This is an optimization exercise on Yosys and OpenROAD, whose aim is small area, a short achievable clock period and few clock cycles, not a production implementation. In this exercise RTL edits were held to simulation tests only and were not proved equivalent to the original.

==> run a: inputs <==
## osmsl_core
module osmsl_core (
    input  wire         clk,
    input  wire         rst,           
    input  wire         cmd_valid,
    input  wire [7:0]   cmd,
    input  wire         wr_en,
    input  wire [4:0]   wr_addr,       
    input  wire [63:0]  wr_data,
    output wire         busy,
    output reg  [63:0]  lat,
    output reg  [63:0]  lon,
    output reg  [7:0]   zoom,
    output reg  [44:0]  x,
    output reg  [44:0]  y,
    output reg  [31:0]  c1,
    output reg  [31:0]  c2,
    output reg  [3:0]   nd,
    output reg  [1:0]   np,
    output reg  [3:0]   idx,
    output reg  [3:0]   clen,
    output wire [119:0] cbuf,          
    output reg          stop,
    output reg  [2:0]   err
);
clock: 18.0 ns
lec_check: 0
cap_margin: 20
core_margin: 2
core_utilization: 40
setup_slack_margin: 5
slew_margin: 20
run.sh (not shown) runs the stock make flow with config.mk's settings and CLKGATE_MAP_FILE= SYNTH_SCRIPT=/design/flow/synth_recipe.tcl, a recipe that flattens the netlist after the stock synthesis.
==> inputs of run b, as changes to run a <==
- ABC_AREA: default -> 1
==> impl_metrics.sql <==
INSERT INTO impl_metrics (metric_group, metric, value, unit) VALUES
('drt', 'routedLengthMet1', '314000', 'um'),
('setup_path', 'critPathBufInv', '8', ''),
('die', 'dieWidth', '581', 'um'),
('run_status', 'run_status', 'no timing/DRC/antenna violations', ''),
('finish', 'multiInputGateArea', '0.107', 'sq mm'),
('grt', 'globalRouteTotalUtil', '44.9', '%'),
('placement', 'global_placement_routability_congestion', '1.13', ''),
('grt', 'antenna_found_initial', '101', ''),
('min_path', 'hold_end', 'b_tag$_DFF_P_', ''),
('die', 'core', '0.331', 'sq mm'),
('setup_path', 'critical_path.startpoint', 'b_exp[0]$_DFF_P_', ''),
('setup_path', 'timing.reg2reg.setup_slack', '5360', 'ps'),
('die', 'chipHeight', '581', 'um');
Source of the figures above: run a

==> impl_metrics.sql <==
INSERT INTO impl_metrics (metric_group, metric, value, unit) VALUES
('setup_path', 'critical_path.startpoint', 'a_mant[1]$_SDFF_PP0_', ''),
('setup_path', 'critPathBufInv', '10', ''),
('finish', 'layout_commonest_cell', 'sky130_fd_sc_hd__nand2_1', ''),
('placement', 'global_placement_routability_congestion', '1.12', ''),
('finish', 'multiInputGateArea', '0.0955', 'sq mm'),
('grt', 'globalRouteTotalUtil', '43.4', '%'),
('die', 'chipHeight', '568', 'um'),
('finish', 'design.final.nets', '21565', ''),
('cts', 'cts_max_path_buffers', '4', ''),
('min_path', 'hold_end', 'b_exp[7]$_DFF_P_', ''),
('die', 'core', '0.315', 'sq mm'),
('die', 'dieWidth', '568', 'um'),
('run_status', 'run_status', 'no timing/DRC/antenna violations', ''),
('setup_path', 'timing.reg2reg.setup_slack', '5520', 'ps'),
('setup_path', 'crit_arrival', '13190', 'ps');
Source of the figures above: run b

Testbench counts of run a, summed over its fixed seeds: cycles 2,872.
Testbench counts of run b, summed over its fixed seeds: cycles 2,872.

==> afterwards: timing with drivers on the ports <==
Ports are ideal in the flow. The routed layouts listed here were re-timed in OpenROAD. Step 1 assumes that a clkbuf_16 drives the clock port and a buf_2 every other input. Step 2 adds t to the input delays and takes it off the output delays; t is the mean of the earliest and latest rising clock arrival at the registers after step 1. Input paths then give back, and output paths get back, about the clock's delay inside the block. Slacks: ideal / step 1 / step 2; pairs: ideal / step 1.
run | t (ns) | setup WS [ns] | worst setup path at the end | clock arrival spread, ns | cell pins on the clock port's net
run a | 0.975 | 5.358 / 5.358 / 5.358 | register to register | 0.152 / 0.152 | 1
run b | 0.964 | 5.521 / 5.521 / 5.521 | register to register | 0.144 / 0.145 | 1
After both steps setup and hold are still met in every run listed.
